Source: an optimization exercise on an open RTL-to-GDS flow (aim: small area, a short achievable clock period and few clock cycles). Production flows keep margins and buffers that such runs may drop. In this exercise RTL edits were held to simulation tests only and were not proved equivalent to the original.

--- flow/standard.sh ---
#!/bin/bash
# synth_recipe.tcl (not shown) runs the flow's synth.tcl, then flattens the netlist and writes it again
# the make line also repeats each setting of config.mk as NAME=value (left out here)
make -C /OpenROAD-flow-scripts/flow DESIGN_CONFIG=/design/flow/config.mk WORK_HOME=/design/flow/orfs CLKGATE_MAP_FILE= SYNTH_SCRIPT=/design/flow/synth_recipe.tcl "${@:-finish}"
--- flow/flow/run.sh ---
#!/bin/bash
set -e
export SETUP_SLACK_MARGIN=14
bash standard.sh > standard.log 2>&1
--- flow/design.v ---
module srsynth_fmul (
    input  wire [7:0]  v,
    output reg  [31:0] y
);
    reg [6:0] r, rot;
    reg [2:0] p;
    integer k;
    always @* begin
        if (v < 8'd127)      r = v[6:0];
        else if (v < 8'd254) r = v[6:0] - 7'd127;    
        else                 r = {6'd0, v[0]};
        p = 3'd0;
        for (k = 0; k < 7; k = k + 1)
            if (r[k]) p = k[2:0];
        case (p)
            3'd6: rot = r;
            3'd5: rot = {r[5:0], r[6]};
            3'd4: rot = {r[4:0], r[6:5]};
            3'd3: rot = {r[3:0], r[6:4]};
            3'd2: rot = {r[2:0], r[6:3]};
            3'd1: rot = {r[1:0], r[6:2]};
            default: rot = {r[0], r[6:1]};
        endcase
        if (v < 8'd127)
            y = {1'b0, 8'd119 + {5'd0, p}, rot[5:0], rot, rot, rot[6:4]} + {31'd0, rot[3]};
        else if (v < 8'd254)
            y = {1'b0, 8'd126, r, r, r, r[6:5]} + {31'd0, r[4]};
        else if (v[0])
            y = 32'h3F808102;
        else
            y = 32'h3F800000;
    end
endmodule
module srsynth_fdiv (
    input  wire        clk,
    input  wire        rst,
    input  wire        start,
    input  wire        op_div,    
    input  wire [31:0] a,
    input  wire        a_ez,
    input  wire        a_em,
    input  wire        a_fz,
    input  wire [31:0] b,
    output wire        ready,
    output reg         yv,
    output reg  [31:0] y
);
    localparam integer NQ = 26;    
    localparam [1:0] S_IDLE = 2'd0, S_NORM = 2'd1, S_ITER = 2'd2, S_RND = 2'd3;
    localparam [1:0] P_NONE = 2'd0, P_NAN = 2'd1, P_INF = 2'd2, P_ZERO = 2'd3;
    reg [1:0]         st;
    reg               dv;
    reg [23:0]        ma;        
    reg [25:0]        d3;        
    wire              mlead = ma[23] ^ dv;    
    reg [25:0]        rr;        
    reg [NQ-1:0]      qq;
    reg signed [9:0]  ex;
    reg               sg;
    reg               stk;
    reg               fixed;
    reg [1:0]         spc;
    reg [2:0]         cnt;
    assign ready = (st == S_IDLE) || yv;
    wire [7:0]  ea = a[30:23], eb = b[30:23];
    wire [22:0] fa = a[22:0],  fb = b[22:0];
    wire b_ez = (eb == 8'h00);
    wire b_em = (eb == 8'hFF);
    wire b_fz = (fb == 23'd0);
    wire a_nan = a_em & ~a_fz, b_nan = b_em & ~b_fz;
    wire a_inf = a_em &  a_fz, b_inf = b_em &  b_fz;
    wire a_zero = a_ez & a_fz, b_zero = b_ez & b_fz;
    wire signed [9:0] xa = {2'b00, ea[7:1], ea[0] | a_ez};
    wire signed [9:0] xb = {2'b00, eb[7:1], eb[0] | b_ez};
    wire signed [9:0] kb = op_div ? 10'sd127 - xb : xb - 10'sd127;
    wire [23:0] mb = {~b_ez, fb};
    reg [1:0] spc_in;
    always @* begin
        if (op_div) begin
            if (a_nan | b_nan | (a_inf & b_inf) | (a_zero & b_zero)) spc_in = P_NAN;
            else if (a_inf | b_zero)                                  spc_in = P_INF;
            else if (a_zero | b_inf)                                  spc_in = P_ZERO;
            else                                                      spc_in = P_NONE;
        end else begin
            if (a_nan | b_nan | (a_inf & b_zero) | (b_inf & a_zero))  spc_in = P_NAN;
            else if (a_inf | b_inf)                                   spc_in = P_INF;
            else if (a_zero | b_zero)                                 spc_in = P_ZERO;
            else                                                      spc_in = P_NONE;
        end
    end
    reg [25:0]   r_t, r_1;
    reg [NQ-1:0] q_t, q_1;
    reg [26:0]   sx, t1, t2, t3, v;
    reg          g1, g2, g3;
    reg          e0, e1, e2, e3;
    reg [1:0]    qd;
    integer i, k;
    always @* begin
        r_t = rr;
        q_t = qq;
        for (i = 0; i < 2; i = i + 1) begin
            sx = {1'b0, r_t};
            t1 = sx + {{3{dv}}, ma} + {26'd0, dv};
            t2 = sx + {{2{dv}}, ma, dv} + {26'd0, dv};
            t3 = sx + {dv, d3} + {26'd0, dv};
            g1 = ~t1[26];
            g2 = ~t2[26];
            g3 = ~t3[26];
            qd = {g2, g3 | (g1 & ~g2)};
            if (dv) begin
                e0 = ~g1;
                e1 = g1 & ~g2;
                e2 = g2 & ~g3;
                e3 = g3;
            end else begin
                e0 = ~qq[24-2*i] & ~qq[25-2*i];
                e1 = ~qq[24-2*i] &  qq[25-2*i];
                e2 =  qq[24-2*i] & ~qq[25-2*i];
                e3 =  qq[24-2*i] &  qq[25-2*i];
            end
            v = ({27{e0}} & sx) | ({27{e1}} & t1) | ({27{e2}} & t2) | ({27{e3}} & t3);
            r_t = dv ? {v[23:0], 2'b00} : {2'b00, v[25:2]};
            q_t = {q_t[NQ-3:0], dv ? qd : v[1:0]};
            if (i == 0) begin
                r_1 = r_t;
                q_1 = q_t;
            end
        end
    end
    wire          last = (st == S_ITER) && dv && (cnt == 3'd6);
    wire [25:0]   rs   = last ? r_1 : rr;
    wire [NQ-1:0] qs   = last ? q_1 : qq;
    wire lead = dv ? qs[NQ-1] : rr[23];
    wire ld   = fixed | lead;
    reg [23:0] mant;
    reg        g, s;
    reg signed [9:0] ee;
    reg        ru;
    wire zgone = (qq[NQ-1:1] == 25'd0);
    always @* begin
        if (dv) begin
            if (ld) begin
                mant = qs[25:2];
                g    = qs[1];
                s    = qs[0];
            end else begin
                mant = qs[24:1];
                g    = qs[0];
                s    = 1'b0;
            end
            s = s | (rs != 26'd0) | stk;
        end else begin
            if (lead) begin
                mant = rr[23:0];
                g    = qq[1];
                s    = (|qq[23:2]) | qq[0];
            end else begin
                mant = {rr[22:0], qq[1]};
                g    = qq[0];
                s    = |qq[23:2];
            end
            s = s | stk;
        end
        if (fixed)
            ee = ex;
        else if (dv)
            ee = lead ? ex : ex - 10'sd1;
        else
            ee = lead ? ex + 10'sd1 : ex;
        ru = g & (s | mant[0]);
        yv = 1'b0;
        if (st == S_RND || last)
            yv = (spc != P_NONE) || (ee >= 10'sd1) || (fixed && zgone);
        case (spc)
            P_NAN:   y = 32'h7FC00000;
            P_INF:   y = {sg, 8'hFF, 23'd0};
            P_ZERO:  y = {sg, 31'd0};
            default: begin
                if (ee >= 10'sd255)
                    y = {sg, 8'hFF, 23'd0};
                else
                    y = {sg, mant[23] ? ee[7:0] : 8'd0, mant[22:0]} + {31'd0, ru};
            end
        endcase
    end
    wire iter_run = (st == S_ITER) && !last;
    always @(posedge clk) begin
        if (rst) begin
            st <= S_IDLE;
        end else if (iter_run) begin
            if (!dv && cnt == 3'd5) st <= S_RND;
        end else if (start && ready) begin
            if (spc_in != P_NONE)
                st <= S_RND;
            else if (a_ez | b_ez)
                st <= S_NORM;
            else
                st <= S_ITER;
        end else if (ready) begin
            st <= S_IDLE;
        end else begin
            case (st)
                S_NORM: if (mlead && (dv ? rr[24] : qq[2])) st <= S_ITER;
                S_ITER: st <= S_RND;    
                default: ;
            endcase
        end
    end
    always @(posedge clk) begin
        if (iter_run) begin
            rr  <= r_t;
            qq  <= q_t;
            cnt <= cnt + 3'd1;
            if (dv && cnt == 3'd0) ex <= ex + $signed(qq[NQ-1:NQ-10]);
        end else if (ready) begin
            dv    <= op_div;
            sg    <= a[31] ^ b[31];
            spc   <= spc_in;
            stk   <= 1'b0;
            fixed <= 1'b0;
            cnt   <= 3'd0;
            ma    <= mb ^ {24{op_div}};
            d3    <= ({2'b00, mb} + {1'b0, mb, 1'b0}) ^ {26{op_div}};
            if (op_div) begin
                ex <= kb;
                rr <= {1'b0, ~a_ez, fa, 1'b0};
                qq <= {xa, {(NQ-10){1'b0}}};
            end else begin
                ex <= xa + kb;
                rr <= 26'd0;
                for (k = 0; k < 23; k = k + 1) qq[25-k] <= fa[k];
                qq[2]   <= ~a_ez;
                qq[1:0] <= 2'b00;
            end
        end else begin
            case (st)
                S_NORM: begin
                    if (!mlead) begin
                        ma <= {ma[22:0], dv};
                        d3 <= {d3[24:0], dv};
                    end
                    if (dv) begin
                        if (!rr[24]) rr <= rr << 1;
                        ex <= ex + {9'd0, ~mlead} - {9'd0, ~rr[24]};
                    end else begin
                        if (!qq[2]) qq[25:2] <= {1'b0, qq[25:3]};
                        ex <= ex - {9'd0, ~mlead} - {9'd0, ~qq[2]};
                    end
                end
                S_ITER: begin
                    rr <= r_1;
                    qq <= q_1;
                end
                S_RND: begin
                    if (!fixed) begin
                        fixed <= 1'b1;
                        dv    <= 1'b1;
                        ex    <= ee;
                        qq    <= {mant, g, s};
                        rr    <= 26'd0;
                    end else begin
                        ex  <= ex + 10'sd1;
                        stk <= stk | qq[0];
                        qq  <= qq >> 1;
                    end
                end
                default: ;
            endcase
        end
    end
endmodule
module srsynth_freq_rom (
    input  wire [7:0]  note,
    output wire [31:0] freq,
    output wire [31:0] t2
);
    reg [7:0]  fe, te;
    reg [3:0]  r;
    reg [2:0]  fd;
    reg        tc;
    reg [3:0]  tl;
    reg [22:0] fb;
    reg [18:0] tu, tu1;
    always @* begin
        case (note)
            8'd0: begin fe = 8'd130; te = 8'd132; r = 4'd0; fd = 3'd0; tc = 1'b0; tl = 4'h0; end
            8'd1: begin fe = 8'd130; te = 8'd132; r = 4'd1; fd = 3'd3; tc = 1'b1; tl = 4'h1; end
            8'd2: begin fe = 8'd130; te = 8'd132; r = 4'd2; fd = 3'd0; tc = 1'b0; tl = 4'hD; end
            8'd3: begin fe = 8'd130; te = 8'd132; r = 4'd3; fd = 3'd0; tc = 1'b0; tl = 4'hB; end
            8'd4: begin fe = 8'd130; te = 8'd133; r = 4'd4; fd = 3'd4; tc = 1'b0; tl = 4'h8; end
            8'd5: begin fe = 8'd130; te = 8'd133; r = 4'd5; fd = 3'd0; tc = 1'b0; tl = 4'h0; end
            8'd6: begin fe = 8'd130; te = 8'd133; r = 4'd6; fd = 3'd0; tc = 1'b0; tl = 4'h6; end
            8'd7: begin fe = 8'd130; te = 8'd133; r = 4'd7; fd = 3'd4; tc = 1'b0; tl = 4'hF; end
            8'd8: begin fe = 8'd130; te = 8'd133; r = 4'd8; fd = 3'd0; tc = 1'b0; tl = 4'hA; end
            8'd9: begin fe = 8'd130; te = 8'd133; r = 4'd9; fd = 3'd0; tc = 1'b0; tl = 4'h0; end
            8'd10: begin fe = 8'd130; te = 8'd133; r = 4'd10; fd = 3'd6; tc = 1'b0; tl = 4'h7; end
            8'd11: begin fe = 8'd130; te = 8'd133; r = 4'd11; fd = 3'd0; tc = 1'b0; tl = 4'hF; end
            8'd12: begin fe = 8'd131; te = 8'd133; r = 4'd0; fd = 3'd0; tc = 1'b0; tl = 4'h0; end
            8'd13: begin fe = 8'd131; te = 8'd133; r = 4'd1; fd = 3'd3; tc = 1'b1; tl = 4'h1; end
            8'd14: begin fe = 8'd131; te = 8'd133; r = 4'd2; fd = 3'd0; tc = 1'b0; tl = 4'hD; end
            8'd15: begin fe = 8'd131; te = 8'd133; r = 4'd3; fd = 3'd0; tc = 1'b0; tl = 4'hB; end
            8'd16: begin fe = 8'd131; te = 8'd134; r = 4'd4; fd = 3'd4; tc = 1'b0; tl = 4'h8; end
            8'd17: begin fe = 8'd131; te = 8'd134; r = 4'd5; fd = 3'd0; tc = 1'b0; tl = 4'h0; end
            8'd18: begin fe = 8'd131; te = 8'd134; r = 4'd6; fd = 3'd0; tc = 1'b0; tl = 4'h6; end
            8'd19: begin fe = 8'd131; te = 8'd134; r = 4'd7; fd = 3'd4; tc = 1'b0; tl = 4'hF; end
            8'd20: begin fe = 8'd131; te = 8'd134; r = 4'd8; fd = 3'd0; tc = 1'b0; tl = 4'hA; end
            8'd21: begin fe = 8'd131; te = 8'd134; r = 4'd9; fd = 3'd0; tc = 1'b0; tl = 4'h0; end
            8'd22: begin fe = 8'd131; te = 8'd134; r = 4'd10; fd = 3'd2; tc = 1'b0; tl = 4'h4; end
            8'd23: begin fe = 8'd131; te = 8'd134; r = 4'd11; fd = 3'd4; tc = 1'b1; tl = 4'h3; end
            8'd24: begin fe = 8'd132; te = 8'd134; r = 4'd0; fd = 3'd0; tc = 1'b0; tl = 4'h0; end
            8'd25: begin fe = 8'd132; te = 8'd134; r = 4'd1; fd = 3'd2; tc = 1'b1; tl = 4'h0; end
            8'd26: begin fe = 8'd132; te = 8'd134; r = 4'd2; fd = 3'd2; tc = 1'b1; tl = 4'h0; end
            8'd27: begin fe = 8'd132; te = 8'd134; r = 4'd3; fd = 3'd0; tc = 1'b0; tl = 4'hB; end
            8'd28: begin fe = 8'd132; te = 8'd135; r = 4'd4; fd = 3'd2; tc = 1'b0; tl = 4'h6; end
            8'd29: begin fe = 8'd132; te = 8'd135; r = 4'd5; fd = 3'd1; tc = 1'b0; tl = 4'h1; end
            8'd30: begin fe = 8'd132; te = 8'd135; r = 4'd6; fd = 3'd0; tc = 1'b0; tl = 4'h6; end
            8'd31: begin fe = 8'd132; te = 8'd135; r = 4'd7; fd = 3'd1; tc = 1'b0; tl = 4'hD; end
            8'd32: begin fe = 8'd132; te = 8'd135; r = 4'd8; fd = 3'd3; tc = 1'b0; tl = 4'hC; end
            8'd33: begin fe = 8'd132; te = 8'd135; r = 4'd9; fd = 3'd0; tc = 1'b0; tl = 4'h0; end
            8'd34: begin fe = 8'd132; te = 8'd135; r = 4'd10; fd = 3'd2; tc = 1'b0; tl = 4'h4; end
            8'd35: begin fe = 8'd132; te = 8'd135; r = 4'd11; fd = 3'd4; tc = 1'b1; tl = 4'h3; end
            8'd36: begin fe = 8'd133; te = 8'd135; r = 4'd0; fd = 3'd0; tc = 1'b0; tl = 4'h0; end
            8'd37: begin fe = 8'd133; te = 8'd135; r = 4'd1; fd = 3'd2; tc = 1'b1; tl = 4'h0; end
            8'd38: begin fe = 8'd133; te = 8'd135; r = 4'd2; fd = 3'd2; tc = 1'b1; tl = 4'h0; end
            8'd39: begin fe = 8'd133; te = 8'd135; r = 4'd3; fd = 3'd0; tc = 1'b0; tl = 4'hB; end
            8'd40: begin fe = 8'd133; te = 8'd136; r = 4'd4; fd = 3'd2; tc = 1'b0; tl = 4'h6; end
            8'd41: begin fe = 8'd133; te = 8'd136; r = 4'd5; fd = 3'd1; tc = 1'b0; tl = 4'h1; end
            8'd42: begin fe = 8'd133; te = 8'd136; r = 4'd6; fd = 3'd0; tc = 1'b0; tl = 4'h6; end
            8'd43: begin fe = 8'd133; te = 8'd136; r = 4'd7; fd = 3'd1; tc = 1'b0; tl = 4'hD; end
            8'd44: begin fe = 8'd133; te = 8'd136; r = 4'd8; fd = 3'd3; tc = 1'b0; tl = 4'hC; end
            8'd45: begin fe = 8'd133; te = 8'd136; r = 4'd9; fd = 3'd0; tc = 1'b0; tl = 4'h0; end
            8'd46: begin fe = 8'd133; te = 8'd136; r = 4'd10; fd = 3'd4; tc = 1'b0; tl = 4'h6; end
            8'd47: begin fe = 8'd133; te = 8'd136; r = 4'd11; fd = 3'd2; tc = 1'b1; tl = 4'h1; end
            8'd48: begin fe = 8'd134; te = 8'd136; r = 4'd0; fd = 3'd0; tc = 1'b0; tl = 4'h0; end
            8'd49: begin fe = 8'd134; te = 8'd136; r = 4'd1; fd = 3'd3; tc = 1'b1; tl = 4'h1; end
            8'd50: begin fe = 8'd134; te = 8'd136; r = 4'd2; fd = 3'd1; tc = 1'b0; tl = 4'hE; end
            8'd51: begin fe = 8'd134; te = 8'd136; r = 4'd3; fd = 3'd0; tc = 1'b0; tl = 4'hB; end
            8'd52: begin fe = 8'd134; te = 8'd137; r = 4'd4; fd = 3'd3; tc = 1'b0; tl = 4'h7; end
            8'd53: begin fe = 8'd134; te = 8'd137; r = 4'd5; fd = 3'd1; tc = 1'b0; tl = 4'h1; end
            8'd54: begin fe = 8'd134; te = 8'd137; r = 4'd6; fd = 3'd0; tc = 1'b0; tl = 4'h6; end
            8'd55: begin fe = 8'd134; te = 8'd137; r = 4'd7; fd = 3'd3; tc = 1'b0; tl = 4'hF; end
            8'd56: begin fe = 8'd134; te = 8'd137; r = 4'd8; fd = 3'd2; tc = 1'b0; tl = 4'hB; end
            8'd57: begin fe = 8'd134; te = 8'd137; r = 4'd9; fd = 3'd0; tc = 1'b0; tl = 4'h0; end
            8'd58: begin fe = 8'd134; te = 8'd137; r = 4'd10; fd = 3'd2; tc = 1'b0; tl = 4'h4; end
            8'd59: begin fe = 8'd134; te = 8'd137; r = 4'd11; fd = 3'd2; tc = 1'b1; tl = 4'h1; end
            8'd60: begin fe = 8'd135; te = 8'd137; r = 4'd0; fd = 3'd0; tc = 1'b0; tl = 4'h0; end
            8'd61: begin fe = 8'd135; te = 8'd137; r = 4'd1; fd = 3'd3; tc = 1'b1; tl = 4'h1; end
            8'd62: begin fe = 8'd135; te = 8'd137; r = 4'd2; fd = 3'd1; tc = 1'b0; tl = 4'hE; end
            8'd63: begin fe = 8'd135; te = 8'd137; r = 4'd3; fd = 3'd0; tc = 1'b0; tl = 4'hB; end
            8'd64: begin fe = 8'd135; te = 8'd138; r = 4'd4; fd = 3'd3; tc = 1'b0; tl = 4'h7; end
            8'd65: begin fe = 8'd135; te = 8'd138; r = 4'd5; fd = 3'd1; tc = 1'b0; tl = 4'h1; end
            8'd66: begin fe = 8'd135; te = 8'd138; r = 4'd6; fd = 3'd0; tc = 1'b0; tl = 4'h6; end
            8'd67: begin fe = 8'd135; te = 8'd138; r = 4'd7; fd = 3'd2; tc = 1'b0; tl = 4'hE; end
            8'd68: begin fe = 8'd135; te = 8'd138; r = 4'd8; fd = 3'd2; tc = 1'b0; tl = 4'hB; end
            8'd69: begin fe = 8'd135; te = 8'd138; r = 4'd9; fd = 3'd0; tc = 1'b0; tl = 4'h0; end
            8'd70: begin fe = 8'd135; te = 8'd138; r = 4'd10; fd = 3'd4; tc = 1'b0; tl = 4'h6; end
            8'd71: begin fe = 8'd135; te = 8'd138; r = 4'd11; fd = 3'd2; tc = 1'b1; tl = 4'h1; end
            8'd72: begin fe = 8'd136; te = 8'd138; r = 4'd0; fd = 3'd0; tc = 1'b0; tl = 4'h0; end
            8'd73: begin fe = 8'd136; te = 8'd138; r = 4'd1; fd = 3'd3; tc = 1'b1; tl = 4'h1; end
            8'd74: begin fe = 8'd136; te = 8'd138; r = 4'd2; fd = 3'd1; tc = 1'b0; tl = 4'hE; end
            8'd75: begin fe = 8'd136; te = 8'd138; r = 4'd3; fd = 3'd0; tc = 1'b0; tl = 4'hB; end
            8'd76: begin fe = 8'd136; te = 8'd139; r = 4'd4; fd = 3'd3; tc = 1'b0; tl = 4'h7; end
            8'd77: begin fe = 8'd136; te = 8'd139; r = 4'd5; fd = 3'd1; tc = 1'b0; tl = 4'h1; end
            8'd78: begin fe = 8'd136; te = 8'd139; r = 4'd6; fd = 3'd0; tc = 1'b0; tl = 4'h6; end
            8'd79: begin fe = 8'd136; te = 8'd139; r = 4'd7; fd = 3'd2; tc = 1'b0; tl = 4'hE; end
            8'd80: begin fe = 8'd136; te = 8'd139; r = 4'd8; fd = 3'd2; tc = 1'b0; tl = 4'hB; end
            8'd81: begin fe = 8'd136; te = 8'd139; r = 4'd9; fd = 3'd0; tc = 1'b0; tl = 4'h0; end
            8'd82: begin fe = 8'd136; te = 8'd139; r = 4'd10; fd = 3'd4; tc = 1'b0; tl = 4'h6; end
            8'd83: begin fe = 8'd136; te = 8'd139; r = 4'd11; fd = 3'd2; tc = 1'b1; tl = 4'h1; end
            8'd84: begin fe = 8'd137; te = 8'd139; r = 4'd0; fd = 3'd0; tc = 1'b0; tl = 4'h0; end
            8'd85: begin fe = 8'd137; te = 8'd139; r = 4'd1; fd = 3'd3; tc = 1'b1; tl = 4'h1; end
            8'd86: begin fe = 8'd137; te = 8'd139; r = 4'd2; fd = 3'd1; tc = 1'b0; tl = 4'hE; end
            8'd87: begin fe = 8'd137; te = 8'd139; r = 4'd3; fd = 3'd0; tc = 1'b0; tl = 4'hB; end
            8'd88: begin fe = 8'd137; te = 8'd140; r = 4'd4; fd = 3'd3; tc = 1'b0; tl = 4'h7; end
            8'd89: begin fe = 8'd137; te = 8'd140; r = 4'd5; fd = 3'd1; tc = 1'b0; tl = 4'h1; end
            8'd90: begin fe = 8'd137; te = 8'd140; r = 4'd6; fd = 3'd0; tc = 1'b0; tl = 4'h6; end
            8'd91: begin fe = 8'd137; te = 8'd140; r = 4'd7; fd = 3'd3; tc = 1'b0; tl = 4'hF; end
            8'd92: begin fe = 8'd137; te = 8'd140; r = 4'd8; fd = 3'd2; tc = 1'b0; tl = 4'hB; end
            8'd93: begin fe = 8'd137; te = 8'd140; r = 4'd9; fd = 3'd0; tc = 1'b0; tl = 4'h0; end
            8'd94: begin fe = 8'd137; te = 8'd140; r = 4'd10; fd = 3'd2; tc = 1'b0; tl = 4'h4; end
            8'd95: begin fe = 8'd137; te = 8'd140; r = 4'd11; fd = 3'd4; tc = 1'b1; tl = 4'h3; end
            8'd96: begin fe = 8'd138; te = 8'd140; r = 4'd0; fd = 3'd0; tc = 1'b0; tl = 4'h0; end
            8'd97: begin fe = 8'd138; te = 8'd140; r = 4'd1; fd = 3'd2; tc = 1'b1; tl = 4'h0; end
            8'd98: begin fe = 8'd138; te = 8'd140; r = 4'd2; fd = 3'd2; tc = 1'b1; tl = 4'h0; end
            8'd99: begin fe = 8'd138; te = 8'd140; r = 4'd3; fd = 3'd0; tc = 1'b0; tl = 4'hB; end
            8'd100: begin fe = 8'd138; te = 8'd141; r = 4'd4; fd = 3'd2; tc = 1'b0; tl = 4'h6; end
            8'd101: begin fe = 8'd138; te = 8'd141; r = 4'd5; fd = 3'd1; tc = 1'b0; tl = 4'h1; end
            8'd102: begin fe = 8'd138; te = 8'd141; r = 4'd6; fd = 3'd0; tc = 1'b0; tl = 4'h6; end
            8'd103: begin fe = 8'd138; te = 8'd141; r = 4'd7; fd = 3'd1; tc = 1'b0; tl = 4'hD; end
            8'd104: begin fe = 8'd138; te = 8'd141; r = 4'd8; fd = 3'd3; tc = 1'b0; tl = 4'hC; end
            8'd105: begin fe = 8'd138; te = 8'd141; r = 4'd9; fd = 3'd0; tc = 1'b0; tl = 4'h0; end
            8'd106: begin fe = 8'd138; te = 8'd141; r = 4'd10; fd = 3'd2; tc = 1'b0; tl = 4'h4; end
            8'd107: begin fe = 8'd138; te = 8'd141; r = 4'd11; fd = 3'd4; tc = 1'b1; tl = 4'h3; end
            8'd108: begin fe = 8'd139; te = 8'd141; r = 4'd0; fd = 3'd0; tc = 1'b0; tl = 4'h0; end
            8'd109: begin fe = 8'd139; te = 8'd141; r = 4'd1; fd = 3'd2; tc = 1'b1; tl = 4'h0; end
            8'd110: begin fe = 8'd139; te = 8'd141; r = 4'd2; fd = 3'd2; tc = 1'b1; tl = 4'h0; end
            8'd111: begin fe = 8'd139; te = 8'd141; r = 4'd3; fd = 3'd0; tc = 1'b0; tl = 4'hB; end
            8'd112: begin fe = 8'd139; te = 8'd142; r = 4'd4; fd = 3'd2; tc = 1'b0; tl = 4'h6; end
            8'd113: begin fe = 8'd139; te = 8'd142; r = 4'd5; fd = 3'd1; tc = 1'b0; tl = 4'h1; end
            8'd114: begin fe = 8'd139; te = 8'd142; r = 4'd6; fd = 3'd0; tc = 1'b0; tl = 4'h6; end
            8'd115: begin fe = 8'd139; te = 8'd142; r = 4'd7; fd = 3'd1; tc = 1'b0; tl = 4'hD; end
            8'd116: begin fe = 8'd139; te = 8'd142; r = 4'd8; fd = 3'd3; tc = 1'b0; tl = 4'hC; end
            8'd117: begin fe = 8'd139; te = 8'd142; r = 4'd9; fd = 3'd0; tc = 1'b0; tl = 4'h0; end
            8'd118: begin fe = 8'd139; te = 8'd142; r = 4'd10; fd = 3'd6; tc = 1'b0; tl = 4'h7; end
            8'd119: begin fe = 8'd139; te = 8'd142; r = 4'd11; fd = 3'd0; tc = 1'b0; tl = 4'hF; end
            8'd120: begin fe = 8'd140; te = 8'd142; r = 4'd0; fd = 3'd0; tc = 1'b0; tl = 4'h0; end
            8'd121: begin fe = 8'd140; te = 8'd142; r = 4'd1; fd = 3'd3; tc = 1'b1; tl = 4'h1; end
            8'd122: begin fe = 8'd140; te = 8'd142; r = 4'd2; fd = 3'd0; tc = 1'b0; tl = 4'hD; end
            8'd123: begin fe = 8'd140; te = 8'd142; r = 4'd3; fd = 3'd0; tc = 1'b0; tl = 4'hB; end
            8'd124: begin fe = 8'd140; te = 8'd143; r = 4'd4; fd = 3'd4; tc = 1'b0; tl = 4'h8; end
            8'd125: begin fe = 8'd140; te = 8'd143; r = 4'd5; fd = 3'd0; tc = 1'b0; tl = 4'h0; end
            8'd126: begin fe = 8'd140; te = 8'd143; r = 4'd6; fd = 3'd0; tc = 1'b0; tl = 4'h6; end
            8'd127: begin fe = 8'd140; te = 8'd143; r = 4'd7; fd = 3'd4; tc = 1'b0; tl = 4'hF; end
            8'd128: begin fe = 8'd140; te = 8'd143; r = 4'd8; fd = 3'd0; tc = 1'b0; tl = 4'hA; end
            8'd129: begin fe = 8'd140; te = 8'd143; r = 4'd9; fd = 3'd0; tc = 1'b0; tl = 4'h0; end
            8'd130: begin fe = 8'd140; te = 8'd143; r = 4'd10; fd = 3'd6; tc = 1'b0; tl = 4'h7; end
            8'd131: begin fe = 8'd140; te = 8'd143; r = 4'd11; fd = 3'd0; tc = 1'b0; tl = 4'hF; end
            8'd132: begin fe = 8'd141; te = 8'd143; r = 4'd0; fd = 3'd0; tc = 1'b0; tl = 4'h0; end
            8'd133: begin fe = 8'd141; te = 8'd143; r = 4'd1; fd = 3'd3; tc = 1'b1; tl = 4'h1; end
            8'd134: begin fe = 8'd141; te = 8'd143; r = 4'd2; fd = 3'd0; tc = 1'b0; tl = 4'hD; end
            8'd135: begin fe = 8'd141; te = 8'd143; r = 4'd3; fd = 3'd0; tc = 1'b0; tl = 4'hB; end
            8'd136: begin fe = 8'd141; te = 8'd144; r = 4'd4; fd = 3'd4; tc = 1'b0; tl = 4'h8; end
            8'd137: begin fe = 8'd141; te = 8'd144; r = 4'd5; fd = 3'd0; tc = 1'b0; tl = 4'h0; end
            8'd138: begin fe = 8'd141; te = 8'd144; r = 4'd6; fd = 3'd0; tc = 1'b0; tl = 4'h6; end
            8'd139: begin fe = 8'd141; te = 8'd144; r = 4'd7; fd = 3'd4; tc = 1'b0; tl = 4'hF; end
            8'd140: begin fe = 8'd141; te = 8'd144; r = 4'd8; fd = 3'd0; tc = 1'b0; tl = 4'hA; end
            8'd141: begin fe = 8'd141; te = 8'd144; r = 4'd9; fd = 3'd0; tc = 1'b0; tl = 4'h0; end
            8'd142: begin fe = 8'd141; te = 8'd144; r = 4'd10; fd = 3'd6; tc = 1'b0; tl = 4'h7; end
            8'd143: begin fe = 8'd141; te = 8'd144; r = 4'd11; fd = 3'd0; tc = 1'b0; tl = 4'hF; end
            8'd144: begin fe = 8'd142; te = 8'd144; r = 4'd0; fd = 3'd0; tc = 1'b0; tl = 4'h0; end
            8'd145: begin fe = 8'd142; te = 8'd144; r = 4'd1; fd = 3'd3; tc = 1'b1; tl = 4'h1; end
            8'd146: begin fe = 8'd142; te = 8'd144; r = 4'd2; fd = 3'd0; tc = 1'b0; tl = 4'hD; end
            8'd147: begin fe = 8'd142; te = 8'd144; r = 4'd3; fd = 3'd0; tc = 1'b0; tl = 4'hB; end
            8'd148: begin fe = 8'd142; te = 8'd145; r = 4'd4; fd = 3'd4; tc = 1'b0; tl = 4'h8; end
            8'd149: begin fe = 8'd142; te = 8'd145; r = 4'd5; fd = 3'd0; tc = 1'b0; tl = 4'h0; end
            8'd150: begin fe = 8'd142; te = 8'd145; r = 4'd6; fd = 3'd0; tc = 1'b0; tl = 4'h6; end
            8'd151: begin fe = 8'd142; te = 8'd145; r = 4'd7; fd = 3'd4; tc = 1'b0; tl = 4'hF; end
            8'd152: begin fe = 8'd142; te = 8'd145; r = 4'd8; fd = 3'd0; tc = 1'b0; tl = 4'hA; end
            8'd153: begin fe = 8'd142; te = 8'd145; r = 4'd9; fd = 3'd0; tc = 1'b0; tl = 4'h0; end
            8'd154: begin fe = 8'd142; te = 8'd145; r = 4'd10; fd = 3'd6; tc = 1'b0; tl = 4'h7; end
            8'd155: begin fe = 8'd142; te = 8'd145; r = 4'd11; fd = 3'd0; tc = 1'b0; tl = 4'hF; end
            8'd156: begin fe = 8'd143; te = 8'd145; r = 4'd0; fd = 3'd0; tc = 1'b0; tl = 4'h0; end
            8'd157: begin fe = 8'd143; te = 8'd145; r = 4'd1; fd = 3'd3; tc = 1'b1; tl = 4'h1; end
            8'd158: begin fe = 8'd143; te = 8'd145; r = 4'd2; fd = 3'd0; tc = 1'b0; tl = 4'hD; end
            8'd159: begin fe = 8'd143; te = 8'd145; r = 4'd3; fd = 3'd0; tc = 1'b0; tl = 4'hB; end
            8'd160: begin fe = 8'd143; te = 8'd146; r = 4'd4; fd = 3'd4; tc = 1'b0; tl = 4'h8; end
            8'd161: begin fe = 8'd143; te = 8'd146; r = 4'd5; fd = 3'd0; tc = 1'b0; tl = 4'h0; end
            8'd162: begin fe = 8'd143; te = 8'd146; r = 4'd6; fd = 3'd0; tc = 1'b0; tl = 4'h6; end
            8'd163: begin fe = 8'd143; te = 8'd146; r = 4'd7; fd = 3'd4; tc = 1'b0; tl = 4'hF; end
            8'd164: begin fe = 8'd143; te = 8'd146; r = 4'd8; fd = 3'd0; tc = 1'b0; tl = 4'hA; end
            8'd165: begin fe = 8'd143; te = 8'd146; r = 4'd9; fd = 3'd0; tc = 1'b0; tl = 4'h0; end
            8'd166: begin fe = 8'd143; te = 8'd146; r = 4'd10; fd = 3'd0; tc = 1'b0; tl = 4'h2; end
            8'd167: begin fe = 8'd143; te = 8'd146; r = 4'd11; fd = 3'd5; tc = 1'b1; tl = 4'h3; end
            8'd168: begin fe = 8'd144; te = 8'd146; r = 4'd0; fd = 3'd0; tc = 1'b0; tl = 4'h0; end
            8'd169: begin fe = 8'd144; te = 8'd146; r = 4'd1; fd = 3'd0; tc = 1'b0; tl = 4'hC; end
            8'd170: begin fe = 8'd144; te = 8'd146; r = 4'd2; fd = 3'd3; tc = 1'b1; tl = 4'h1; end
            8'd171: begin fe = 8'd144; te = 8'd146; r = 4'd3; fd = 3'd0; tc = 1'b0; tl = 4'hB; end
            8'd172: begin fe = 8'd144; te = 8'd147; r = 4'd4; fd = 3'd0; tc = 1'b0; tl = 4'h5; end
            8'd173: begin fe = 8'd144; te = 8'd147; r = 4'd5; fd = 3'd3; tc = 1'b0; tl = 4'h2; end
            8'd174: begin fe = 8'd144; te = 8'd147; r = 4'd6; fd = 3'd0; tc = 1'b0; tl = 4'h6; end
            8'd175: begin fe = 8'd144; te = 8'd147; r = 4'd7; fd = 3'd0; tc = 1'b0; tl = 4'hC; end
            8'd176: begin fe = 8'd144; te = 8'd147; r = 4'd8; fd = 3'd6; tc = 1'b0; tl = 4'hF; end
            8'd177: begin fe = 8'd144; te = 8'd147; r = 4'd9; fd = 3'd0; tc = 1'b0; tl = 4'h0; end
            8'd178: begin fe = 8'd144; te = 8'd147; r = 4'd10; fd = 3'd0; tc = 1'b0; tl = 4'h2; end
            8'd179: begin fe = 8'd144; te = 8'd147; r = 4'd11; fd = 3'd5; tc = 1'b1; tl = 4'h3; end
            8'd180: begin fe = 8'd145; te = 8'd147; r = 4'd0; fd = 3'd0; tc = 1'b0; tl = 4'h0; end
            8'd181: begin fe = 8'd145; te = 8'd147; r = 4'd1; fd = 3'd0; tc = 1'b0; tl = 4'hC; end
            8'd182: begin fe = 8'd145; te = 8'd147; r = 4'd2; fd = 3'd3; tc = 1'b1; tl = 4'h1; end
            8'd183: begin fe = 8'd145; te = 8'd147; r = 4'd3; fd = 3'd0; tc = 1'b0; tl = 4'hB; end
            8'd184: begin fe = 8'd145; te = 8'd148; r = 4'd4; fd = 3'd0; tc = 1'b0; tl = 4'h5; end
            8'd185: begin fe = 8'd145; te = 8'd148; r = 4'd5; fd = 3'd3; tc = 1'b0; tl = 4'h2; end
            8'd186: begin fe = 8'd145; te = 8'd148; r = 4'd6; fd = 3'd0; tc = 1'b0; tl = 4'h6; end
            8'd187: begin fe = 8'd145; te = 8'd148; r = 4'd7; fd = 3'd0; tc = 1'b0; tl = 4'hC; end
            8'd188: begin fe = 8'd145; te = 8'd148; r = 4'd8; fd = 3'd6; tc = 1'b0; tl = 4'hF; end
            8'd189: begin fe = 8'd145; te = 8'd148; r = 4'd9; fd = 3'd0; tc = 1'b0; tl = 4'h0; end
            8'd190: begin fe = 8'd145; te = 8'd148; r = 4'd10; fd = 3'd0; tc = 1'b0; tl = 4'h2; end
            8'd191: begin fe = 8'd145; te = 8'd148; r = 4'd11; fd = 3'd5; tc = 1'b1; tl = 4'h3; end
            8'd192: begin fe = 8'd146; te = 8'd148; r = 4'd0; fd = 3'd0; tc = 1'b0; tl = 4'h0; end
            8'd193: begin fe = 8'd146; te = 8'd148; r = 4'd1; fd = 3'd0; tc = 1'b0; tl = 4'hC; end
            8'd194: begin fe = 8'd146; te = 8'd148; r = 4'd2; fd = 3'd3; tc = 1'b1; tl = 4'h1; end
            8'd195: begin fe = 8'd146; te = 8'd148; r = 4'd3; fd = 3'd0; tc = 1'b0; tl = 4'hB; end
            8'd196: begin fe = 8'd146; te = 8'd149; r = 4'd4; fd = 3'd0; tc = 1'b0; tl = 4'h5; end
            8'd197: begin fe = 8'd146; te = 8'd149; r = 4'd5; fd = 3'd3; tc = 1'b0; tl = 4'h2; end
            8'd198: begin fe = 8'd146; te = 8'd149; r = 4'd6; fd = 3'd0; tc = 1'b0; tl = 4'h6; end
            8'd199: begin fe = 8'd146; te = 8'd149; r = 4'd7; fd = 3'd0; tc = 1'b0; tl = 4'hC; end
            8'd200: begin fe = 8'd146; te = 8'd149; r = 4'd8; fd = 3'd6; tc = 1'b0; tl = 4'hF; end
            8'd201: begin fe = 8'd146; te = 8'd149; r = 4'd9; fd = 3'd0; tc = 1'b0; tl = 4'h0; end
            8'd202: begin fe = 8'd146; te = 8'd149; r = 4'd10; fd = 3'd0; tc = 1'b0; tl = 4'h2; end
            8'd203: begin fe = 8'd146; te = 8'd149; r = 4'd11; fd = 3'd5; tc = 1'b1; tl = 4'h3; end
            8'd204: begin fe = 8'd147; te = 8'd149; r = 4'd0; fd = 3'd0; tc = 1'b0; tl = 4'h0; end
            8'd205: begin fe = 8'd147; te = 8'd149; r = 4'd1; fd = 3'd0; tc = 1'b0; tl = 4'hC; end
            8'd206: begin fe = 8'd147; te = 8'd149; r = 4'd2; fd = 3'd3; tc = 1'b1; tl = 4'h1; end
            8'd207: begin fe = 8'd147; te = 8'd149; r = 4'd3; fd = 3'd0; tc = 1'b0; tl = 4'hB; end
            8'd208: begin fe = 8'd147; te = 8'd150; r = 4'd4; fd = 3'd0; tc = 1'b0; tl = 4'h5; end
            8'd209: begin fe = 8'd147; te = 8'd150; r = 4'd5; fd = 3'd3; tc = 1'b0; tl = 4'h2; end
            8'd210: begin fe = 8'd147; te = 8'd150; r = 4'd6; fd = 3'd0; tc = 1'b0; tl = 4'h6; end
            8'd211: begin fe = 8'd147; te = 8'd150; r = 4'd7; fd = 3'd0; tc = 1'b0; tl = 4'hC; end
            8'd212: begin fe = 8'd147; te = 8'd150; r = 4'd8; fd = 3'd6; tc = 1'b0; tl = 4'hF; end
            8'd213: begin fe = 8'd147; te = 8'd150; r = 4'd9; fd = 3'd0; tc = 1'b0; tl = 4'h0; end
            8'd214: begin fe = 8'd147; te = 8'd150; r = 4'd10; fd = 3'd0; tc = 1'b0; tl = 4'h2; end
            8'd215: begin fe = 8'd147; te = 8'd150; r = 4'd11; fd = 3'd5; tc = 1'b1; tl = 4'h3; end
            8'd216: begin fe = 8'd148; te = 8'd150; r = 4'd0; fd = 3'd0; tc = 1'b0; tl = 4'h0; end
            8'd217: begin fe = 8'd148; te = 8'd150; r = 4'd1; fd = 3'd0; tc = 1'b0; tl = 4'hC; end
            8'd218: begin fe = 8'd148; te = 8'd150; r = 4'd2; fd = 3'd3; tc = 1'b1; tl = 4'h1; end
            8'd219: begin fe = 8'd148; te = 8'd150; r = 4'd3; fd = 3'd0; tc = 1'b0; tl = 4'hB; end
            8'd220: begin fe = 8'd148; te = 8'd151; r = 4'd4; fd = 3'd0; tc = 1'b0; tl = 4'h5; end
            8'd221: begin fe = 8'd148; te = 8'd151; r = 4'd5; fd = 3'd3; tc = 1'b0; tl = 4'h2; end
            8'd222: begin fe = 8'd148; te = 8'd151; r = 4'd6; fd = 3'd0; tc = 1'b0; tl = 4'h6; end
            8'd223: begin fe = 8'd148; te = 8'd151; r = 4'd7; fd = 3'd0; tc = 1'b0; tl = 4'hC; end
            8'd224: begin fe = 8'd148; te = 8'd151; r = 4'd8; fd = 3'd6; tc = 1'b0; tl = 4'hF; end
            8'd225: begin fe = 8'd148; te = 8'd151; r = 4'd9; fd = 3'd0; tc = 1'b0; tl = 4'h0; end
            8'd226: begin fe = 8'd148; te = 8'd151; r = 4'd10; fd = 3'd0; tc = 1'b0; tl = 4'h2; end
            8'd227: begin fe = 8'd148; te = 8'd151; r = 4'd11; fd = 3'd5; tc = 1'b1; tl = 4'h3; end
            8'd228: begin fe = 8'd149; te = 8'd151; r = 4'd0; fd = 3'd0; tc = 1'b0; tl = 4'h0; end
            8'd229: begin fe = 8'd149; te = 8'd151; r = 4'd1; fd = 3'd0; tc = 1'b0; tl = 4'hC; end
            8'd230: begin fe = 8'd149; te = 8'd151; r = 4'd2; fd = 3'd3; tc = 1'b1; tl = 4'h1; end
            8'd231: begin fe = 8'd149; te = 8'd151; r = 4'd3; fd = 3'd0; tc = 1'b0; tl = 4'hB; end
            8'd232: begin fe = 8'd149; te = 8'd152; r = 4'd4; fd = 3'd0; tc = 1'b0; tl = 4'h5; end
            8'd233: begin fe = 8'd149; te = 8'd152; r = 4'd5; fd = 3'd3; tc = 1'b0; tl = 4'h2; end
            8'd234: begin fe = 8'd149; te = 8'd152; r = 4'd6; fd = 3'd0; tc = 1'b0; tl = 4'h6; end
            8'd235: begin fe = 8'd149; te = 8'd152; r = 4'd7; fd = 3'd0; tc = 1'b0; tl = 4'hC; end
            8'd236: begin fe = 8'd149; te = 8'd152; r = 4'd8; fd = 3'd6; tc = 1'b0; tl = 4'hF; end
            8'd237: begin fe = 8'd149; te = 8'd152; r = 4'd9; fd = 3'd0; tc = 1'b0; tl = 4'h0; end
            8'd238: begin fe = 8'd149; te = 8'd152; r = 4'd10; fd = 3'd0; tc = 1'b0; tl = 4'h2; end
            8'd239: begin fe = 8'd149; te = 8'd152; r = 4'd11; fd = 3'd5; tc = 1'b1; tl = 4'h3; end
            8'd240: begin fe = 8'd150; te = 8'd152; r = 4'd0; fd = 3'd0; tc = 1'b0; tl = 4'h0; end
            8'd241: begin fe = 8'd150; te = 8'd152; r = 4'd1; fd = 3'd0; tc = 1'b0; tl = 4'hC; end
            8'd242: begin fe = 8'd150; te = 8'd152; r = 4'd2; fd = 3'd3; tc = 1'b1; tl = 4'h1; end
            8'd243: begin fe = 8'd150; te = 8'd152; r = 4'd3; fd = 3'd0; tc = 1'b0; tl = 4'hB; end
            8'd244: begin fe = 8'd150; te = 8'd153; r = 4'd4; fd = 3'd0; tc = 1'b0; tl = 4'h5; end
            8'd245: begin fe = 8'd150; te = 8'd153; r = 4'd5; fd = 3'd3; tc = 1'b0; tl = 4'h2; end
            8'd246: begin fe = 8'd150; te = 8'd153; r = 4'd6; fd = 3'd0; tc = 1'b0; tl = 4'h6; end
            8'd247: begin fe = 8'd150; te = 8'd153; r = 4'd7; fd = 3'd0; tc = 1'b0; tl = 4'hC; end
            8'd248: begin fe = 8'd150; te = 8'd153; r = 4'd8; fd = 3'd6; tc = 1'b0; tl = 4'hF; end
            8'd249: begin fe = 8'd150; te = 8'd153; r = 4'd9; fd = 3'd0; tc = 1'b0; tl = 4'h0; end
            8'd250: begin fe = 8'd150; te = 8'd153; r = 4'd10; fd = 3'd0; tc = 1'b0; tl = 4'h2; end
            8'd251: begin fe = 8'd150; te = 8'd153; r = 4'd11; fd = 3'd5; tc = 1'b1; tl = 4'h3; end
            8'd252: begin fe = 8'd151; te = 8'd153; r = 4'd0; fd = 3'd0; tc = 1'b0; tl = 4'h0; end
            8'd253: begin fe = 8'd151; te = 8'd153; r = 4'd1; fd = 3'd0; tc = 1'b0; tl = 4'hC; end
            8'd254: begin fe = 8'd151; te = 8'd153; r = 4'd2; fd = 3'd3; tc = 1'b1; tl = 4'h1; end
            8'd255: begin fe = 8'd151; te = 8'd153; r = 4'd3; fd = 3'd0; tc = 1'b0; tl = 4'hB; end
            default: begin fe = 8'd0; te = 8'd0; r = 4'd0; fd = 3'd0; tc = 1'b0; tl = 4'h0; end
        endcase
        case (r)
            4'd0: begin fb = 23'h02D012; tu = 19'h4D7AF; tu1 = 19'h4D7B0; end
            4'd1: begin fb = 23'h0A975E; tu = 19'h59B2D; tu1 = 19'h59B2E; end
            4'd2: begin fb = 23'h12D516; tu = 19'h66A4C; tu1 = 19'h66A4D; end
            4'd3: begin fb = 23'h1B9041; tu = 19'h745BC; tu1 = 19'h745BD; end
            4'd4: begin fb = 23'h24D051; tu = 19'h0171C; tu1 = 19'h0171D; end
            4'd5: begin fb = 23'h2E9D36; tu = 19'h09244; tu1 = 19'h09245; end
            4'd6: begin fb = 23'h38FF49; tu = 19'h114BE; tu1 = 19'h114BF; end
            4'd7: begin fb = 23'h43FF68; tu = 19'h19EFA; tu1 = 19'h19EFB; end
            4'd8: begin fb = 23'h4FA6FE; tu = 19'h2316F; tu1 = 19'h23170; end
            4'd9: begin fb = 23'h5C0000; tu = 19'h2CC9A; tu1 = 19'h2CC9B; end
            4'd10: begin fb = 23'h6914F3; tu = 19'h370FE; tu1 = 19'h370FF; end
            4'd11: begin fb = 23'h76F10E; tu = 19'h41F28; tu1 = 19'h41F29; end
            default: begin fb = 23'h000000; tu = 19'h0; tu1 = 19'h0; end
        endcase
    end
    assign freq = {1'b0, fe, fb + {20'd0, fd}};
    assign t2   = {1'b0, te, tc ? tu1 : tu, tl};
endmodule
module srsynth_voice (
    input  wire        clk,
    input  wire        rst,
    input  wire        cmd_valid,
    output wire        cmd_ready,
    input  wire [1:0]  cmd_op,
    input  wire [31:0] cmd_a,
    input  wire [31:0] cmd_b,
    input  wire        cmd_env,
    output reg         done,
    output reg  [31:0] sample_rate,
    output reg  [31:0] attack_s,
    output reg  [31:0] release_s,
    output reg         env_en,
    output reg  [7:0]  active,
    output reg  [31:0] freq,
    output reg  [31:0] peak,
    output reg  [31:0] inc,
    output reg  [31:0] slope
);
    localparam [31:0] F_ZERO    = 32'h00000000;
    localparam [31:0] F_ONE     = 32'h3F800000;
    localparam [31:0] F_M_ONE   = 32'hBF800000;
    localparam [31:0] F_10MS    = 32'h3C23D70A;
    localparam [2:0] S_IDLE = 3'd0,
                     S_INC  = 3'd2,    
                     S_MUL  = 3'd3,    
                     S_XR   = 3'd1,    
                     S_SDIV = 3'd4,    
                     S_OFF  = 3'd5;    
    reg [2:0]  state;
    reg [7:0]  vel_r;
    reg        neg;         
    reg [31:0] slp_o;       
    reg        sk;          
    reg        sv;          
    reg        ov;          
    assign cmd_ready = (state == S_IDLE);
    wire [3:0] nib = cmd_a[23:20];
    wire [7:0] d1  = cmd_a[15:8];
    wire [7:0] d2  = cmd_a[7:0];
    wire is_off = (nib == 4'h8) || (nib == 4'h9 && d2 == 8'd0);
    wire is_on  = (nib == 4'h9) && (d2 != 8'd0);
    wire [31:0] rom_freq, rom_t2, pk;
    srsynth_freq_rom u_rom (.note(d1), .freq(rom_freq), .t2(rom_t2));
    srsynth_fmul u_pk (.v(vel_r), .y(pk));
    reg         u_start, u_div;
    reg  [31:0] u_a, u_b;
    reg         u_aez, u_aem, u_afz;
    wire        u_ready, u_yv;
    wire [31:0] u_y;
    srsynth_fdiv u_fpu (
        .clk(clk), .rst(rst), .start(u_start), .op_div(u_div),
        .a(u_a), .a_ez(u_aez), .a_em(u_aem), .a_fz(u_afz), .b(u_b),
        .ready(u_ready), .yv(u_yv), .y(u_y)
    );
    reg [31:0] xr;
    always @(posedge clk) xr <= u_y;
    wire acc = cmd_valid && cmd_ready;
    wire on_go   = acc && cmd_op == 2'd2 && is_on;
    wire rel_hit = (sv && sk) || (ov && !sk);
    wire atk_hit = (sv && !sk) || (ov && sk);
    wire atk_ez = (attack_s[30:23] == 8'h00),  atk_em = (attack_s[30:23] == 8'hFF);
    wire rel_ez = (release_s[30:23] == 8'h00), rel_em = (release_s[30:23] == 8'hFF);
    wire atk_fz = (attack_s[22:0] == 23'd0),   rel_fz = (release_s[22:0] == 23'd0);
    always @* begin
        u_start = 1'b0;
        u_div   = 1'b1;
        u_a     = rom_t2;
        u_b     = sample_rate;
        u_aez   = 1'b0;    
        u_aem   = 1'b0;
        u_afz   = 1'b0;
        case (state)
            S_IDLE: begin
                u_start = on_go;
            end
            S_OFF: begin
                u_start = 1'b1;
                u_div   = 1'b0;
                u_a     = release_s;
                u_aez   = rel_ez;
                u_aem   = rel_em;
                u_afz   = rel_fz;
            end
            S_INC: begin
                if (u_yv && !atk_hit) begin
                    u_start = 1'b1;
                    u_div   = 1'b0;
                    u_a     = attack_s;
                    u_aez   = atk_ez;
                    u_aem   = atk_em;
                    u_afz   = atk_fz;
                end
            end
            S_XR: begin
                u_start = 1'b1;
                u_a     = neg ? F_M_ONE : F_ONE;
                u_afz   = 1'b1;
                u_b     = xr;
            end
            default: ;
        endcase
    end
    always @(posedge clk) begin
        if (rst) begin
            state       <= S_IDLE;
            done        <= 1'b0;
            sample_rate <= F_ZERO;
            attack_s    <= F_10MS;
            release_s   <= F_10MS;
            env_en      <= 1'b1;
            active      <= 8'd0;
            freq        <= F_ZERO;
            peak        <= F_ZERO;
            inc         <= F_ZERO;
            slope       <= F_ZERO;
            neg         <= 1'b0;
            sk          <= 1'b0;
            sv          <= 1'b0;
            ov          <= 1'b0;
        end else begin
            done <= 1'b0;
            case (state)
                S_IDLE: begin
                    if (cmd_valid) begin
                        case (cmd_op)
                            2'd0: begin
                                sample_rate <= cmd_a;
                                active      <= 8'd0;
                                freq        <= F_ZERO;
                                peak        <= F_ZERO;
                                inc         <= F_ZERO;
                                slope       <= F_ZERO;
                                sv          <= 1'b0;
                                ov          <= 1'b0;
                                done        <= 1'b1;
                            end
                            2'd1: begin
                                env_en    <= cmd_env;
                                attack_s  <= cmd_a;
                                release_s <= cmd_b;
                                sv        <= 1'b0;
                                ov        <= 1'b0;
                                done      <= 1'b1;
                            end
                            2'd2: begin
                                if (is_on) begin
                                    active <= d1;
                                    vel_r  <= d2;
                                    freq   <= rom_freq;
                                    state  <= S_INC;
                                end else if (is_off && d1 == active) begin
                                    active <= 8'd0;
                                    if (rel_hit) begin
                                        if (!(sv && sk)) begin
                                            slope <= slp_o;
                                            slp_o <= slope;
                                            sk    <= 1'b1;
                                            sv    <= 1'b1;
                                            ov    <= sv;
                                        end
                                        done <= 1'b1;
                                    end else begin
                                        neg   <= 1'b1;
                                        state <= S_OFF;
                                    end
                                end else begin
                                    done <= 1'b1;
                                end
                            end
                            default: done <= 1'b1;
                        endcase
                    end
                end
                S_INC: begin
                    if (u_yv) begin
                        inc  <= u_y;
                        peak <= pk;
                        if (atk_hit) begin
                            if (!(sv && !sk)) begin
                                slope <= slp_o;
                                slp_o <= slope;
                                sk    <= 1'b0;
                                sv    <= 1'b1;
                                ov    <= sv;
                            end
                            done  <= 1'b1;
                            state <= S_IDLE;
                        end else begin
                            neg   <= 1'b0;
                            state <= S_MUL;
                        end
                    end
                end
                S_OFF: state <= S_MUL;
                S_MUL: if (u_yv) state <= S_XR;
                S_XR:  state <= S_SDIV;
                S_SDIV: begin
                    if (u_yv) begin
                        slope <= u_y;
                        if (sk != neg) begin
                            slp_o <= slope;
                            ov    <= sv;
                        end
                        sk    <= neg;
                        sv    <= 1'b1;
                        done  <= 1'b1;
                        state <= S_IDLE;
                    end
                end
                default: state <= S_IDLE;
            endcase
        end
    end
endmodule
--- flow/constraint.sdc ---
create_clock -name core_clock -period 22.0 [get_ports {clk}]
set_input_delay 4.4000 -clock core_clock [delete_from_list [all_inputs] [get_ports {clk}]]
set_output_delay 4.4000 -clock core_clock [all_outputs]
set_load 0.01 [all_outputs]
--- flow/config.mk ---
export PLATFORM = sky130hd
export DESIGN_NAME = srsynth_voice
export DESIGN_NICKNAME = srsynth_voice
export VERILOG_FILES = /design/flow/design.v
export SDC_FILE = /design/flow/constraint.sdc
export NUM_CORES = 4
export LEC_CHECK = 0
export CAP_MARGIN = 40
export CORE_MARGIN = 2
export CORE_UTILIZATION = 35
export SLEW_MARGIN = 20
export SYNTH_MEMORY_MAX_BITS = 8192
==> flow_summary.toml, run 1 <==
[setup_path]
cp.arrival_ns = 8.37
crit_slowest_cell = "a221o_1"
startpoint_type = "input port"
path_class = "input port to register"
crit_top_cell = "nor2_1"
r2r.worst_path.cells = 29
cp_slowest_stage_delay_ns = 0.42
crit_required_ns = 22.55
path_cells = "clkdlybuf4s15_2, buf_12, inv_4, ha_4, buf_4, ha_2, inv_2, nor2_1, a31oi_1, o21ai_0, nor2_1, a21oi_1, o21ai_0, a21oi_1, a221o_1, ha_1, fa_1, a21oi_1, nor2_1, nand3_2, xor2_1, a22oi_1, nor2_1"
cp-end-kind = "register"
critPathMaxFanout = 15

[floorplanning]
ios = 305
core-area_mm2 = 0.1110
initial_utilization_pct = 35.35
core.rowCount = 122
fp.dieArea_mm2 = 0.1148
fp.dieH_um = 338.8
die_w_um = 338.8

[clock_tree]
clk_pin_slew_ns = 0.06
numCtsBuffers = 49
clockRootBuffer = "clkbuf_16"
h-tree-depth = 2
clockBufferDepth = 3
cts_tree = "yes"
cts_sinks = 431
clock_latency_ns = 0.63

[placed_design]
preCtsSetupSlack_ns = 12.35
port_buffers = 300
dpl.hpwl_um = 135900
place.gp.congestion = 1.041

[grt]
gr-total-overflow = 0
grt_pass1_vias = 39570
antenna_found_initial = 6
grt_util_all_layers_pct = 29.71
grt_pass1_wl_um = 263300
grt_max_degree = 80

[route]
wl_per_cell_um = 26.06
drtAntennaViolNets = 0
vias_per_cell = 6.232
drt_iter0_markers = 6041
drc = 0
drt-total-wl_um = 180600
vias = 43180
first_pass_iters = 10

[timing]
max_freq_ghz = 0.1279
tightest_slew_ns = 0.9050
setup_ws_ns = 14.18
finalClockSkew_ns = 0.04119
period_share_pct = 35.54
post-route-min-period_ns = 7.819
slew_violations = 0
setup-violations-final = 0
rsz0062_at_grt = "true"
hold_viol = 0
finalSetupTns_ns = 0
max_slew_margin_pct = 39.67

[worst_hold_path]
hp-class = "register to register"
holdPathStages = 0

[logic_synthesis]
synth.avg_cell_area_um2 = 7.551
ys_warn_count = 4
syn_area_mm2 = 0.03923
synthCells = 5195
ys_ff_latch = 431
synth_cell_types = 116
yosys.area.top_type_share_pct = 13.83
yosysSeqAreaShare_pct = 26.08
synth.largest_area_cell = "dfxtp_1"
synth-edff-count = 160
synth_area_leaders = "dfxtp_1 (14%), edfxtp_1 (12%), ha_1 (8.8%)"
synth_ff_type = "dfxtp_1"
synth-async-reset-ratio_pct = 0

[finish]
final_nets = 5757
layout-drive-gt1-share_pct = 7.854
fillers = 11370
synthToLayoutAreaGrowth_pct = 18.54
multiInputGateArea_mm2 = 0.02756
final_util_pct = 41.90
seq_area_mm2 = 0.01023

[status]
status = "no timing/DRC/antenna violations"

[job]
cap_violations = 0
==> metal layers <==
metal	vias to the layer above	wire, um	global-route usage [%]
li1	19600	-	-
met1	20520	73870	40.52
met2	2612	77600	45.26
met3	429	19020	5.339
met4	10	9991	14.00
met5	-	72	0
==> registers in the layout (all words and copies together) (netlist names), 31 cells and up <==
register,flops
slp_o,32
sample_rate,32
xr,32
peak,31
slope,32
attack_s,32
release_s,32
inc,32
==> placed cells by master (no fill, tap or decap), types with 71 or more instances in the layout <==
| cell type | Yosys | layout |
|---|---|---|
| o21ai_0 | 338 | 330 |
| inv_1 | 146 | 142 |
| a22oi_1 | 73 | 71 |
| nor2_1 | 477 | 471 |
| nand3_1 | 160 | 159 |
| xnor2_1 | 210 | 210 |
| a21oi_1 | 555 | 544 |
| nor3_1 | 121 | 119 |
| a21o_1 | 94 | 93 |
| buf_4 | 7 | 152 |
| xor2_1 | 92 | 92 |
| ha_1 | 275 | 270 |
| nand2_1 | 687 | 683 |
| clkdlybuf4s50_1 | 0 | 291 |
| o211ai_1 | 72 | 72 |
| edfxtp_1 | 160 | 160 |
| dfxtp_1 | 271 | 271 |
==> final cells by class <==
cell class,instances,area share [%]
Timing Repair inverter,1,0.01076
Antenna cell,3,0.01615
Timing Repair Buffer,482,10.06
Sequential cell,431,22.00
Tap cell,1488,4.004
Clock buffer,71,2.925
Inverter,152,1.259
Multi-Input combinational cell,4283,59.27
Clock inverter,17,0.4467
==> per-stage QoR <==
step | cell area [um^2] | hold WS [ns] | instances
3_5_place_dp | 43920 | 0.4430 | 6783
6_report | 46500 | 0.4389 | 6928
5_1_grt | 46490 | 0.4660 | 6925
4_1_cts | 45730 | 0.4467 | 6879
2_1_floorplan | 39320 | 0.4666 | 5198
3_3_place_gp | 43700 | 0.4354 | 6766
==> worst paths after layout <==
check,startpoint,slack (ns),endpoint
worst min-delay path,slope[2],0.44,slp_o[2]
worst max register to register,u_fpu.dv,14.21,u_fpu.rr[13]
worst min register to register,slope[2],0.44,slp_o[2]
worst max-delay path,cmd_a[9],14.18,freq[8]
==> synth_stat cells, types with 13 or more instances <==
master,number
nand2_1,687
a21oi_1,555
nor2_1,477
o21ai_0,338
ha_1,275
dfxtp_1,271
clkbuf_1,237
xnor2_1,210
edfxtp_1,160
nand3_1,160
inv_1,146
nor3_1,121
a21o_1,94
xor2_1,92
a22oi_1,73
a31oi_1,72
o211ai_1,72
o22ai_1,68
a221oi_1,58
mux2i_1,56
a211oi_1,54
buf_1,54
nand2b_1,47
nand4_1,47
nor4_1,43
o21a_1,38
and3_1,37
nand3b_1,37
nor2b_1,37
buf_2,32
and2_1,30
o21bai_1,30
or3_1,30
o31ai_1,29
a22o_1,27
o221ai_1,25
o21ai_1,20
or2_2,18
a221o_1,17
a222oi_1,16
o311ai_0,15
a32oi_1,13
==> worst max-delay path, delay by kind of cell <==
family	cells	cell delay (ns)
xor gates and xnor gates	1	0.19
adders and majority gates	4	1.10
and+or+nand+nor	5	0.49
AOI/OAI and AO/OA	8	1.35
buffers and inverters	5	0.82
==> cell families (layout without fill, tap and decap cells) <==
kind of cell    count (synthesis)  after routing  share of synthesized area [%]
other cells                     1              7                       0.009560
flops                         431            431                          26.08
mux                            71             71                          1.946
simple gates                 1831           1831                          21.36
compound gates               1788           1788                          29.64
xor+xnor                      302            302                          6.743
fa+ha+maj                     287            287                          9.384
buf+inv                       484            723                          4.842
==> what timing repair did <==
action,in CTS,in global routing
buffers inserted,6,36
endpoints found under the setup margin,47,40
hold buffers,0,0
gates resized for setup,52,69
pin swaps,0,14
cloned,2,4
Testbench counts, summed over its fixed seeds: cycles 21,558.
==> run 2: changes to the inputs <==
==> flow/flow/run.sh (replaced) <==
#!/bin/bash
set -e
export SETUP_SLACK_MARGIN=14.5
bash standard.sh > standard.log 2>&1
==> flow_summary.toml, run 2 <==
[logic_synthesis]
synthCells = 5195
yosysSeqAreaShare_pct = 26.08
synth_ff_type = "dfxtp_1"
yosys.area.top_type_share_pct = 13.83
yosysMostFrequentCell = "nand2_1"
synth_area_leaders = "dfxtp_1 (14%), edfxtp_1 (12%), ha_1 (8.8%)"
ys_warn_count = 4
synth.avg_cell_area_um2 = 7.551
synth.largest_area_cell = "dfxtp_1"
synth-async-reset-ratio_pct = 0
syn_area_mm2 = 0.03923
synth_commonest_cells = "nand2_1 (687), a21oi_1 (555), nor2_1 (477)"
synth_cell_types = 116
synth-edff-count = 160
ys_ff_latch = 431

[timing]
finalClockSkew_ns = 0.07882
finalSetupTns_ns = 0
max_freq_ghz = 0.1343
setup-violations-final = 0
hold_viol = 0
rsz0062_at_grt = "true"
tightest_slew_ns = 0.9258
slew_violations = 0
period_share_pct = 33.85
max_slew_margin_pct = 37.75
whs_ns = 0.4541
post-route-min-period_ns = 7.448

[route]
drt-total-wl_um = 189600
wl_per_cell_um = 27.08
drtAntennaViolNets = 0
vias = 44190
drc = 0
first_pass_iters = 12
vias_per_cell = 6.312
drt_iter0_markers = 5975

[setup_path]
path_class = "input port to register"
crit_buf_inv = 2
path_cells = "buf_16, buf_12, nand2_1, nand2_1, nor2_1, nor3_1, a211oi_1, a311oi_1, a21oi_1, a221o_1, ha_2, fa_2, a21oi_1, nor2_1, xor2_1, a22oi_1, nor2_1"
r2r_setup_slack_ns = 14.69
crit_required_ns = 22.51
crit_top_cell = "nor2_1"
cp-end-kind = "register"
crit_slowest_cell = "a221o_1"
crit_family = "compound AO/OA/AOI/OAI gates"
cp_slowest_stage_delay_ns = 0.42
startpoint_type = "input port"
critPathMaxFanout = 70
cp.arrival_ns = 7.96

[floorplanning]
die_w_um = 338.8
initial_utilization_pct = 35.35
core-area_mm2 = 0.1110
core.rowCount = 122
fp.dieArea_mm2 = 0.1148
fp.dieH_um = 338.8
ios = 305

[clock_tree]
clock_latency_ns = 0.66
numCtsBuffers = 50
h-tree-depth = 2
clockRootBuffer = "clkbuf_16"
hold_buffers = 0
clockBufferDepth = 3
clk_pin_slew_ns = 0.06
cts_tree = "yes"
cts_sinks = 431

[grt]
gr-total-overflow = 0
grt_pass1_vias = 40280
grt_util_all_layers_pct = 30.87
grt_pass1_wl_um = 273000
grt_max_degree = 91
antenna_found_initial = 5

[placed_design]
place.gp.congestion = 0.9997
dpl.hpwl_um = 139700
port_buffers = 300

[job]
cap_violations = 0

[finish]
final_cell_mix = "nand2_1 (678), a21oi_1 (532), nor2_1 (463)"
layout-drive-gt1-share_pct = 10.78
final_nets = 5826
layout_commonest_cell = "nand2_1"
synthToLayoutAreaGrowth_pct = 22.62

[status]
status = "no timing/DRC/antenna violations"

[worst_hold_path]
hp-class = "register to register"
run 2: cell type report:
| type | count | area (um^2) |
|---|---|---|
| timing repair inverter | 2 | 22.52 |
| antenna | 1 | 2.502 |
| fill | 11260 | 62870 |
| clock inverter | 29 | 326.6 |
| clock buffer | 65 | 1421 |
| sequential | 431 | 10230 |
| tap | 1488 | 1862 |
| timing repair buffer | 549 | 5568 |
| multi-input combinational | 4283 | 28020 |
| inverter | 152 | 650.6 |
run 2: worst reg2reg max path: cells and delay by family (launching register included):
family | cells | cell delay (ns)
AOI/OAI and AO/OA | 20 | 4.46
and+or+nand+nor | 3 | 0.34
adders and majority gates | 4 | 1.25
buffers and inverters | 4 | 0.62
DFF | 1 | 0.38
run 2: worst paths after layout:
kind                                     end  startpoint  cells past startpoint
worst min register to register      freq[27]    freq[27]                      2
worst max-delay path                 freq[4]   cmd_a[10]                     17
worst min-delay path                freq[27]    freq[27]                      2
worst max register to register  u_fpu.rr[13]    u_fpu.dv                     31
run 2: repair_timing:
action                                  in CTS  in global routing
pin swaps                                   15                 46
gates resized for setup                    121                145
cloned                                       7                 13
endpoints found under the setup margin      66                 70
setup buffers                               25                 73
run 2: metrics by stage:
stage,area [um^2],setup slack (ns),std cells,util [%]
CTS,46580,14.42,6907,41.98
floorplan,39540,14.20,5198,-
finish,48100,14.55,7000,43.34
detailed placement,43930,12.44,6781,39.58
global route,48100,14.33,6999,43.34
global placement,43800,12.36,6769,39.47
run 2: logic make-up after synthesis:
| family | share of synthesized area [%] |
|---|---|
| mux | 1.946 |
| fa+ha+maj | 9.384 |
| other cells | 0.009560 |
| buf+inv | 4.842 |
| flops | 26.08 |
| simple gates | 21.36 |
| compound gates | 29.64 |
| xor+xnor | 6.743 |
run 2: routing by layer:
layer,track usage [%],share of wire (%)
met1,42.01,41
met3,5.726,11
met5,0,0.015
met4,14.70,6.0
met2,46.91,43

## afterwards: timing with drivers on the ports
Ports are ideal in the flow. The routed layouts listed here were re-timed in OpenROAD.
Step 1, drivers: a clkbuf_16 drives clk and a buf_2 each remaining input, both assumed.
Step 2 moves the port delays by t, midway between the first and last clock arrival at a register: inputs arrive t later, outputs are due t later. That takes back most of the time a late clock gives input paths.
Three values: ideal ports, drivers, drivers and shift; two values: the first two.
| run | t (ns) | setup WS [ns] | worst setup path after step 2 | worst data-port slew with drivers (ns) | cell pins on the clock port's net |
|---|---|---|---|---|---|
| run 1 | 0.690 | 14.181 / 14.215 / 13.544 | input to register | 0.09 | 1 |
| run 2 | 0.696 | 14.552 / 14.415 / 13.720 | input to register | 0.23 | 1 |
After both steps every run listed still meets setup and hold. The setup slack of run 2, which loses most, moves by -0.137 ns with the drivers and by -0.832 ns with both steps.
